From an optimization exercise on the open Yosys and OpenROAD flow, aimed at small area; shortcuts taken in it are not production practice.
Function was checked by simulation only, so behaviour that the tests miss may differ from the original.
The clock input has no modelled driver; a real chip could not lean on it and would need a root buffer or a full tree.
No activity file was given, so power comes from the tool's default toggle rates.

==> flow/design.v (excerpt) <==
module gnx_link (
    input  wire       clk,
    input  wire       rst,
    input  wire       tx_in_valid,
    output wire       tx_in_ready,
    input  wire [7:0] tx_in_data,
    input  wire       tx_in_last,
    output wire       tx_out_valid,
    input  wire       tx_out_ready,
    output wire [7:0] tx_out_data,
    output wire       tx_out_last,
    input  wire       rx_in_valid,
    output wire       rx_in_ready,
    input  wire [7:0] rx_in_data,
    input  wire       rx_in_last,
    output wire       rx_out_valid,
    input  wire       rx_out_ready,
    output wire [7:0] rx_out_data,
    output wire       rx_out_last,
    output wire [2:0] rx_out_status
);
Size in the first run: ~49 I/O pins, roughly 4100 um^2 of cells after synthesis.
==> module gnx_tx, before the edit <==
module gnx_tx (
    input  wire       clk,
    input  wire       rst,
    input  wire       in_valid,
    output wire       in_ready,
    input  wire [7:0] in_data,
    input  wire       in_last,
    output wire       out_valid,
    input  wire       out_ready,
    output reg  [7:0] out_data,
    output wire       out_last
);
    localparam T_CH    = 3'd0;
    localparam T_CMD   = 3'd1;
    localparam T_COL   = 3'd2;    
    localparam T_ALIGN = 3'd3;    
    localparam T_PRE   = 3'd4;    
    localparam T_HDR   = 3'd5;
    localparam T_DATA  = 3'd6;
    localparam T_TAIL  = 3'd7;    
    reg [2:0] state;
    reg [2:0] c;          
    reg [2:0] n;          
    reg       last_seen;  
    reg [6:0] cks;        
    reg [7:0] b0, b1, b2, b3, b4, b5;
    wire full = (n == 3'd7);
    wire drop = (n == 3'd6);
    assign out_valid = (state == T_PRE) || (state == T_DATA) || (state == T_TAIL) ||
                       (state == T_HDR && (!full || in_valid));
    assign out_last  = (state == T_TAIL) && c[0];
    wire cmd_bad = b5[7] || in_data[7];
    assign in_ready = (state == T_CH) || (state == T_COL) || (state == T_CMD) ||
                      (state == T_DATA && full && out_ready);
    wire take = in_valid && in_ready;
    wire xfer = out_valid && out_ready;
    always @(*) begin
        case (state)
            T_PRE: case (c)
                3'd0:    out_data = 8'hF0;
                3'd1:    out_data = 8'h00;
                3'd2:    out_data = 8'h00;
                3'd3:    out_data = 8'h10;
                3'd5:    out_data = 8'h56;
                default: out_data = {1'b0, b0[6:0]};
            endcase
            T_HDR:   out_data = {1'b0, b0[7], b1[7], b2[7], b3[7], b4[7], b5[7], full & in_data[7]};
            T_TAIL:  out_data = c[0] ? 8'hF7 : {1'b0, cks};
            default: out_data = {1'b0, b0[6:0]};
        endcase
    end
    wire shift = (take && !drop && !(state == T_CMD && cmd_bad)) ||
                 (state == T_ALIGN && c != 3'd6) ||
                 (xfer && state == T_PRE && (c == 3'd4 || c == 3'd6)) ||
                 (xfer && state == T_DATA);
    always @(posedge clk) begin
        if (shift) begin
            b0 <= b1;
            b1 <= b2;
            b2 <= b3;
            b3 <= b4;
            b4 <= b5;
            b5 <= {in_data[7] & take, in_data[6:0]};
        end
    end
    always @(posedge clk) begin
        if (rst) begin
            state     <= T_CH;
            c         <= 3'd0;
            n         <= 3'd0;
            last_seen <= 1'b0;
            cks       <= 7'd0;
        end else begin
            if (xfer && !(state == T_PRE && c == 3'd0) && !(state == T_TAIL && c[0]))
                cks <= cks ^ out_data[6:0];
            case (state)
                T_CH: if (take) begin
                    c <= 3'd1;
                    if (!in_last)
                        state <= T_CMD;
                    else
                        c <= 3'd0;
                end
                T_CMD: if (take) begin
                    c         <= 3'd2;
                    last_seen <= in_last;
                    if (cmd_bad) begin
                        if (in_last) begin
                            state <= T_CH;
                            c     <= 3'd0;
                        end else begin
                            n     <= 3'd6;
                            state <= T_COL;
                        end
                    end else begin
                        state <= T_ALIGN;
                    end
                end
                T_ALIGN: begin
                    if (c != 3'd6)
                        c <= c + 3'd1;
                    else begin
                        c     <= 3'd0;
                        state <= (n == 3'd0) ? T_PRE : T_HDR;
                    end
                end
                T_PRE: if (xfer) begin
                    if (c == 3'd6) begin
                        c     <= 3'd0;
                        state <= last_seen ? T_TAIL : T_COL;
                    end else
                        c <= c + 3'd1;
                end
                T_COL: if (take) begin
                    if (drop) begin
                        if (in_last) begin
                            n     <= 3'd0;
                            state <= T_CH;
                        end
                    end else begin
                        c         <= c + 3'd1;
                        last_seen <= in_last;
                        n         <= (n == 3'd5 && !in_last) ? 3'd7 : n + 3'd1;
                        if (in_last || n == 3'd5)
                            state <= T_ALIGN;
                    end
                end
                T_HDR: if (xfer)
                    state <= T_DATA;
                T_DATA: if (xfer) begin
                    n <= n - 3'd1;
                    if (full)
                        last_seen <= in_last;
                    if (n == 3'd1)
                        state <= last_seen ? T_TAIL : T_COL;
                end
                T_TAIL: if (xfer) begin
                    if (c[0]) begin
                        state <= T_CH;
                        c     <= 3'd0;
                    end else
                        c <= 3'd1;
                end
                default: state <= T_CH;
            endcase
        end
    end
endmodule
Settings: LEC_CHECK=0, CAP_MARGIN=20, CORE_MARGIN=2, CORE_UTILIZATION=40, SLEW_MARGIN=20; clock period 5.0 ns.
standard.sh (not shown) runs the stock make flow with config.mk's settings and CLKGATE_MAP_FILE= SYNTH_SCRIPT=/design/flow/synth_recipe.tcl, a recipe that flattens the netlist after the stock synthesis.
==> flow/flow/run.sh <==
#!/bin/bash
# The standard layout with three changes:
#  - after the standard synthesis, the combinational logic is mapped again with an area-oriented
#    ABC script (a timed &deepsyn search, then amap, best of four seeds; flip-flops, their names and cell types are kept exactly as synthesis made them);
#  - the port buffers are the smallest buffer cell;
#  - the clock tree is four clkbuf_16, each driving the clocks of a quarter of the flip-flops
#    (flow/clock_buffer.tcl runs before CTS and takes the place of clock_tree_synthesis).
set -euo pipefail
export BUFFER_PORTS_ARGS="-buffer_cell sky130_fd_sc_hd__buf_1"
R=orfs/results/sky130hd/gnx_link/base
LIB=$FLOW_HOME/platforms/sky130hd/lib/sky130_fd_sc_hd__tt_025C_1v80.lib

bash standard.sh synth > synth.log 2>&1
cp $R/1_2_yosys.v $R/1_2_yosys_std.v

# four seeds of the search in parallel; the smallest result is kept
for S in 1 2 3 4; do
  printf 'strash\n&get -n\n&deepsyn -T 30 -S %d\n&put\ndch -f\namap\n' $S > area_$S.abc
  yosys -p "read_liberty -ignore_miss_func $LIB; read_verilog $R/1_2_yosys_std.v; hierarchy -top $FLOW_TOP;
    setattr -mod -set keep_hierarchy 1 sky130_fd_sc_hd__*df* sky130_fd_sc_hd__conb_*; flatten; opt_clean;
    abc -script area_$S.abc -liberty $LIB -dont_use *lpflow* -dont_use *probe*; opt_clean -purge;
    hilomap -singleton -hicell sky130_fd_sc_hd__conb_1 HI -locell sky130_fd_sc_hd__conb_1 LO;
    insbuf -buf sky130_fd_sc_hd__buf_1 A X; splitnets; opt_clean -purge; tee -o remap_$S.stat stat -liberty $LIB;
    select $FLOW_TOP; write_verilog -noattr -nohex -nodec -selected $R/1_2_yosys_remap_$S.v" > remap_$S.log 2>&1 &
done
wait
best=$(for S in 1 2 3 4; do echo "$(grep 'Chip area for top module' remap_$S.stat | awk '{print $NF}') $S"; done | sort -g | head -1 | awk '{print $2}')
echo "remap: seed $best kept" | tee remap.log
cp $R/1_2_yosys_remap_$best.v $R/1_2_yosys_remap.v
cp $R/1_2_yosys_remap.v $R/1_2_yosys.v
rm -f $R/1_synth.odb $R/1_synth.sdc

export PRE_CTS_TCL=$PWD/flow/clock_buffer.tcl
bash standard.sh > standard.log 2>&1
Other scripts of this flow, unchanged in this note and not shown: flow/flow/clock_buffer.tcl
Change:
--- a/flow/design.v
+++ b/flow/design.v
@@ -9,26 +9,26 @@
     input  wire       out_ready,
     output reg  [7:0] out_data,
     output wire       out_last
 );
     localparam T_CH    = 3'd0;
     localparam T_CMD   = 3'd1;
-    localparam T_COL   = 3'd2;    
-    localparam T_ALIGN = 3'd3;    
-    localparam T_PRE   = 3'd4;    
+    localparam T_ALIGN = 3'd2;    
+    localparam T_PRE   = 3'd3;    
+    localparam T_COL   = 3'd4;    
     localparam T_HDR   = 3'd5;
     localparam T_DATA  = 3'd6;
     localparam T_TAIL  = 3'd7;    
     reg [2:0] state;
     reg [2:0] c;          
     reg [2:0] n;          
     reg       last_seen;  
-    reg [6:0] cks;        
+    reg       drop;       
+    reg [6:0] cks;
     reg [7:0] b0, b1, b2, b3, b4, b5;
     wire full = (n == 3'd7);
-    wire drop = (n == 3'd6);
     assign out_valid = (state == T_PRE) || (state == T_DATA) || (state == T_TAIL) ||
                        (state == T_HDR && (!full || in_valid));
     assign out_last  = (state == T_TAIL) && c[0];
     wire cmd_bad = b5[7] || in_data[7];
     assign in_ready = (state == T_CH) || (state == T_COL) || (state == T_CMD) ||
                       (state == T_DATA && full && out_ready);
@@ -66,15 +66,16 @@
     always @(posedge clk) begin
         if (rst) begin
             state     <= T_CH;
             c         <= 3'd0;
             n         <= 3'd0;
             last_seen <= 1'b0;
-            cks       <= 7'd0;
+            drop      <= 1'b0;
+            cks       <= 7'h70;    
         end else begin
-            if (xfer && !(state == T_PRE && c == 3'd0) && !(state == T_TAIL && c[0]))
+            if (xfer && (state == T_PRE || state == T_HDR || state == T_DATA))
                 cks <= cks ^ out_data[6:0];
             case (state)
                 T_CH: if (take) begin
                     c <= 3'd1;
                     if (!in_last)
                         state <= T_CMD;
@@ -86,13 +87,13 @@
                     last_seen <= in_last;
                     if (cmd_bad) begin
                         if (in_last) begin
                             state <= T_CH;
                             c     <= 3'd0;
                         end else begin
-                            n     <= 3'd6;
+                            drop  <= 1'b1;
                             state <= T_COL;
                         end
                     end else begin
                         state <= T_ALIGN;
                     end
                 end
@@ -111,13 +112,13 @@
                     end else
                         c <= c + 3'd1;
                 end
                 T_COL: if (take) begin
                     if (drop) begin
                         if (in_last) begin
-                            n     <= 3'd0;
+                            drop  <= 1'b0;
                             state <= T_CH;
                         end
                     end else begin
                         c         <= c + 3'd1;
                         last_seen <= in_last;
                         n         <= (n == 3'd5 && !in_last) ? 3'd7 : n + 3'd1;
@@ -135,12 +136,13 @@
                         state <= last_seen ? T_TAIL : T_COL;
                 end
                 T_TAIL: if (xfer) begin
                     if (c[0]) begin
                         state <= T_CH;
                         c     <= 3'd0;
+                        cks   <= 7'h70;
                     end else
                         c <= 3'd1;
                 end
                 default: state <= T_CH;
             endcase
         end
What happened:
- worst hold slack is about the same
- synthesized cell count falls slightly
- synthesized area rises slightly
- final area is about the same
- sequential power rises by roughly a tenth
- first-iteration DRC count rises by a quarter to a third
- combinational power rises by a few percent
- core utilization falls by 0.11 points
- power rises by a little under a tenth
- clock skew is about the same
- die area rises slightly
In every run of this note, the design's own scripts or RTL, not TritonCTS, make the clock network.

========
gnx_link, a different RTL version from the one above (not shown whole).
Size in the first run: roughly 360 cells after synthesis, about 49 I/O pins, about 3900 um^2 of cells after synthesis.
==> module gnx_tx, before the edit <==
module gnx_tx (
    input  wire       clk,
    input  wire       rst,
    input  wire       in_valid,
    output wire       in_ready,
    input  wire [7:0] in_data,
    input  wire       in_last,
    output wire       out_valid,
    input  wire       out_ready,
    output reg  [7:0] out_data,
    output wire       out_last
);
    localparam T_CH    = 3'd0;
    localparam T_CMD   = 3'd1;    
    localparam T_COL   = 3'd2;    
    localparam T_ALIGN = 3'd3;    
    localparam T_PRE   = 3'd4;    
    localparam T_HDR   = 3'd5;
    localparam T_DATA  = 3'd6;
    localparam T_TAIL  = 3'd7;    
    reg [2:0] state;
    reg [2:0] c;          
    reg [2:0] n;          
    reg [6:0] cks;        
    reg [7:0] b0, b1, b2, b3, b4, b5;
    wire full = (n == 3'd7);
    assign out_valid = (state == T_PRE) || (state == T_DATA) || (state == T_TAIL) ||
                       (state == T_HDR && (!full || in_valid));
    assign out_last  = (state == T_TAIL) && !c[0];
    wire cmd_bad = b5[7] || in_data[7];
    assign in_ready = (state == T_CH) || (state == T_COL) || (state == T_CMD) ||
                      (state == T_DATA && full && out_ready);
    wire take = in_valid && in_ready;
    wire xfer = out_valid && out_ready;
    always @(*) begin
        case (state)
            T_PRE: case (c)
                3'd0:    out_data = 8'hF0;
                3'd1:    out_data = 8'h00;
                3'd2:    out_data = 8'h00;
                3'd3:    out_data = 8'h10;
                3'd5:    out_data = 8'h56;
                default: out_data = {1'b0, b0[6:0]};
            endcase
            T_HDR:   out_data = {1'b0, b0[7], b1[7], b2[7], b3[7], b4[7], b5[7], full & in_data[7]};
            T_TAIL:  out_data = c[0] ? {1'b0, cks} : 8'hF7;
            default: out_data = {1'b0, b0[6:0]};
        endcase
    end
    wire shift = (take && !(state == T_CMD && b5[7])) ||
                 (state == T_ALIGN && c != 3'd6) ||
                 (xfer && state == T_PRE && c != 3'd5) ||
                 (xfer && state == T_DATA);
    always @(posedge clk) begin
        if (shift) begin
            b0 <= b1;
            b1 <= b2;
            b2 <= b3;
            b3 <= b4;
            b4 <= b5;
            b5 <= {in_data[7] & take, in_data[6:0]};
        end
    end
    always @(posedge clk) begin
        if (rst) begin
            state     <= T_CH;
            c         <= 3'd0;
            n         <= 3'd0;
            cks       <= 7'd0;
        end else begin
            if (xfer && !(state == T_PRE && c == 3'd0) && !(state == T_TAIL && !c[0]))
                cks <= cks ^ out_data[6:0];
            case (state)
                T_CH: if (take && !in_last)
                    state <= T_CMD;
                T_CMD: if (take) begin
                    c         <= 3'd0;
                    n         <= {2'b00, in_last};
                    if (!cmd_bad)
                        state <= T_PRE;
                    else if (in_last)
                        state <= T_CH;
                end
                T_ALIGN: begin
                    if (c != 3'd6)
                        c <= c + 3'd1;
                    else begin
                        c     <= {2'b00, !full};    
                        state <= T_HDR;
                    end
                end
                T_PRE: if (xfer) begin
                    if (c == 3'd6) begin
                        c     <= {2'b00, n[0]};
                        state <= n[0] ? T_TAIL : T_COL;
                    end else
                        c <= c + 3'd1;
                end
                T_COL: if (take) begin
                    c <= c + 3'd1;
                    n <= (n == 3'd5 && !in_last) ? 3'd7 : n + 3'd1;
                    if (in_last || n == 3'd5)
                        state <= T_ALIGN;
                end
                T_HDR: if (xfer)
                    state <= T_DATA;
                T_DATA: if (xfer) begin
                    n <= n - 3'd1;
                    if (full)
                        c <= {2'b00, in_last};
                    if (n == 3'd1) begin
                        state <= c[0] ? T_TAIL : T_COL;
                        if (!c[0])
                            c <= 3'd0;
                    end
                end
                T_TAIL: if (xfer) begin
                    if (!c[0])
                        state <= T_CH;
                    c <= 3'd0;
                end
                default: state <= T_CH;
            endcase
        end
    end
endmodule
clock: 5.0 ns
lec_check: 0
cap_margin: 20
core_margin: 2
core_utilization: 40
slew_margin: 20
==> flow/flow/run.sh <==
#!/bin/bash
# The standard layout with three changes:
#  - after the standard synthesis, the combinational logic is mapped again with an area-oriented
#    ABC script (a timed &deepsyn search, then amap, best of eight runs; flip-flops, their names and cell types are kept exactly as synthesis made them);
#  - the port buffers are the smallest buffer cell;
#  - the clock tree is four buf_12, each driving the clocks of a quarter of the flip-flops
#    (flow/clock_buffer.tcl runs before CTS and takes the place of clock_tree_synthesis).
set -euo pipefail
export BUFFER_PORTS_ARGS="-buffer_cell sky130_fd_sc_hd__buf_1"
R=orfs/results/sky130hd/gnx_link/base
LIB=$FLOW_HOME/platforms/sky130hd/lib/sky130_fd_sc_hd__tt_025C_1v80.lib

bash standard.sh synth > synth.log 2>&1
cp $R/1_2_yosys.v $R/1_2_yosys_std.v

# eight runs of the search (four seeds, two choice computations), four at a time; the smallest
# result is kept
remap() {
  local S=$1
  if [ $S -le 4 ]; then dch='dch -f'; else dch='dch'; fi
  printf 'strash\n&get -n\n&deepsyn -T 30 -S %d\n&put\n%s\namap\n' $(( (S - 1) % 4 + 1 )) "$dch" > area_$S.abc
  yosys -p "read_liberty -ignore_miss_func $LIB; read_verilog $R/1_2_yosys_std.v; hierarchy -top $FLOW_TOP;
    setattr -mod -set keep_hierarchy 1 sky130_fd_sc_hd__*df* sky130_fd_sc_hd__conb_*; flatten; opt_clean;
    abc -script area_$S.abc -liberty $LIB -dont_use *lpflow* -dont_use *probe*; opt_clean -purge;
    hilomap -singleton -hicell sky130_fd_sc_hd__conb_1 HI -locell sky130_fd_sc_hd__conb_1 LO;
    insbuf -buf sky130_fd_sc_hd__buf_1 A X; splitnets; opt_clean -purge; tee -o remap_$S.stat stat -liberty $LIB;
    select $FLOW_TOP; write_verilog -noattr -nohex -nodec -selected $R/1_2_yosys_remap_$S.v" > remap_$S.log 2>&1
}
for S in 1 2 3 4; do remap $S & done
wait
for S in 5 6 7 8; do remap $S & done
wait
best=$(for S in 1 2 3 4 5 6 7 8; do echo "$(grep 'Chip area for top module' remap_$S.stat | awk '{print $NF}') $S"; done | sort -g | head -1 | awk '{print $2}')
echo "remap: seed $best kept" | tee remap.log
cp $R/1_2_yosys_remap_$best.v $R/1_2_yosys_remap.v
cp $R/1_2_yosys_remap.v $R/1_2_yosys.v
rm -f $R/1_synth.odb $R/1_synth.sdc

export PRE_CTS_TCL=$PWD/flow/clock_buffer.tcl
bash standard.sh > standard.log 2>&1
Other scripts of this flow, unchanged in this note and not shown: flow/flow/clock_buffer.tcl
Rerun with:
--- a/flow/design.v
+++ b/flow/design.v
@@ -9,11 +9,11 @@
     input  wire       out_ready,
     output reg  [7:0] out_data,
     output wire       out_last
 );
     localparam T_CH    = 3'd0;
-    localparam T_CMD   = 3'd1;    
+    localparam T_CMD   = 3'd1;
     localparam T_COL   = 3'd2;    
     localparam T_ALIGN = 3'd3;    
     localparam T_PRE   = 3'd4;    
     localparam T_HDR   = 3'd5;
     localparam T_DATA  = 3'd6;
@@ -22,10 +22,11 @@
     reg [2:0] c;          
     reg [2:0] n;          
     reg [6:0] cks;        
     reg [7:0] b0, b1, b2, b3, b4, b5;
     wire full = (n == 3'd7);
+    wire drop = (n == 3'd6);
     assign out_valid = (state == T_PRE) || (state == T_DATA) || (state == T_TAIL) ||
                        (state == T_HDR && (!full || in_valid));
     assign out_last  = (state == T_TAIL) && !c[0];
     wire cmd_bad = b5[7] || in_data[7];
     assign in_ready = (state == T_CH) || (state == T_COL) || (state == T_CMD) ||
@@ -45,11 +46,11 @@
             T_HDR:   out_data = {1'b0, b0[7], b1[7], b2[7], b3[7], b4[7], b5[7], full & in_data[7]};
             T_TAIL:  out_data = c[0] ? {1'b0, cks} : 8'hF7;
             default: out_data = {1'b0, b0[6:0]};
         endcase
     end
-    wire shift = (take && !(state == T_CMD && b5[7])) ||
+    wire shift = (take && !drop && !(state == T_CMD && cmd_bad)) ||
                  (state == T_ALIGN && c != 3'd6) ||
                  (xfer && state == T_PRE && c != 3'd5) ||
                  (xfer && state == T_DATA);
     always @(posedge clk) begin
         if (shift) begin
@@ -69,19 +70,31 @@
             cks       <= 7'd0;
         end else begin
             if (xfer && !(state == T_PRE && c == 3'd0) && !(state == T_TAIL && !c[0]))
                 cks <= cks ^ out_data[6:0];
             case (state)
-                T_CH: if (take && !in_last)
-                    state <= T_CMD;
+                T_CH: if (take) begin
+                    c <= 3'd1;
+                    if (!in_last)
+                        state <= T_CMD;
+                    else
+                        c <= 3'd0;
+                end
                 T_CMD: if (take) begin
                     c         <= 3'd0;
                     n         <= {2'b00, in_last};
-                    if (!cmd_bad)
+                    if (cmd_bad) begin
+                        if (in_last) begin
+                            state <= T_CH;
+                            c     <= 3'd0;
+                        end else begin
+                            n     <= 3'd6;
+                            state <= T_COL;
+                        end
+                    end else begin
                         state <= T_PRE;
-                    else if (in_last)
-                        state <= T_CH;
+                    end
                 end
                 T_ALIGN: begin
                     if (c != 3'd6)
                         c <= c + 3'd1;
                     else begin
@@ -95,14 +108,21 @@
                         state <= n[0] ? T_TAIL : T_COL;
                     end else
                         c <= c + 3'd1;
                 end
                 T_COL: if (take) begin
-                    c <= c + 3'd1;
-                    n <= (n == 3'd5 && !in_last) ? 3'd7 : n + 3'd1;
-                    if (in_last || n == 3'd5)
-                        state <= T_ALIGN;
+                    if (drop) begin
+                        if (in_last) begin
+                            n     <= 3'd0;
+                            state <= T_CH;
+                        end
+                    end else begin
+                        c         <= c + 3'd1;
+                        n         <= (n == 3'd5 && !in_last) ? 3'd7 : n + 3'd1;
+                        if (in_last || n == 3'd5)
+                            state <= T_ALIGN;
+                    end
                 end
                 T_HDR: if (xfer)
                     state <= T_DATA;
                 T_DATA: if (xfer) begin
                     n <= n - 3'd1;
Area after synthesis hardly moves.
Critical path depth grows by 2.
Wire length came out higher by 4.0%.
Worst setup slack is worse by 270 ps.
Via count is higher by 2.3%.
Worst hold slack is better by 8.1 ps.
Cell area barely changes.
Clock power is about the same.
Global-route usage grows by 0.69 points.
In every run of this note, the design's own scripts or RTL, not TritonCTS, make the clock network.

[re-timing with driven ports]
The results above use ideal ports. As a check the final layouts listed here were re-extracted and re-timed, cells and wires unchanged. Step 1 (the two cells are an assumption about what drives the block):
set clk [get_ports {clk}]
set_driving_cell -lib_cell sky130_fd_sc_hd__clkbuf_16 $clk
set_driving_cell -lib_cell sky130_fd_sc_hd__buf_2 [delete_from_list [all_inputs] $clk]
Step 2 also shifts input and output timing later by t, the mid clock arrival at the registers, as if the neighbouring blocks saw the same clock. Slacks: ideal / step 1 / step 2; pairs: ideal / step 1.
run | shift t [ns] | slack for setup (ns) | worst hold slack (ns) | clock arrival spread, ns | cell pins on the clock port's net
the first run of note 1 | 0.229 | 1.291 / 1.216 / 1.266 | 0.416 / 0.416 / 0.416 | 0.012 / 0.011 | 4
the second run of note 1 | 0.231 | 1.075 / 1.001 / 1.109 | 0.416 / 0.416 / 0.416 | 0.014 / 0.013 | 4
the first run of note 2 | 0.212 | 1.446 / 1.362 / 1.532 | 0.417 / 0.417 / 0.417 | 0.017 / 0.017 | 4
the second run of note 2 | 0.214 | 1.175 / 1.089 / 1.303 | 0.425 / 0.425 / 0.425 | 0.007 / 0.007 | 4
After both steps every run listed still meets setup and hold. For the first run of note 1, which loses most, drivers alone change the setup slack by -0.075 ns; drivers and shift together by -0.025 ns.
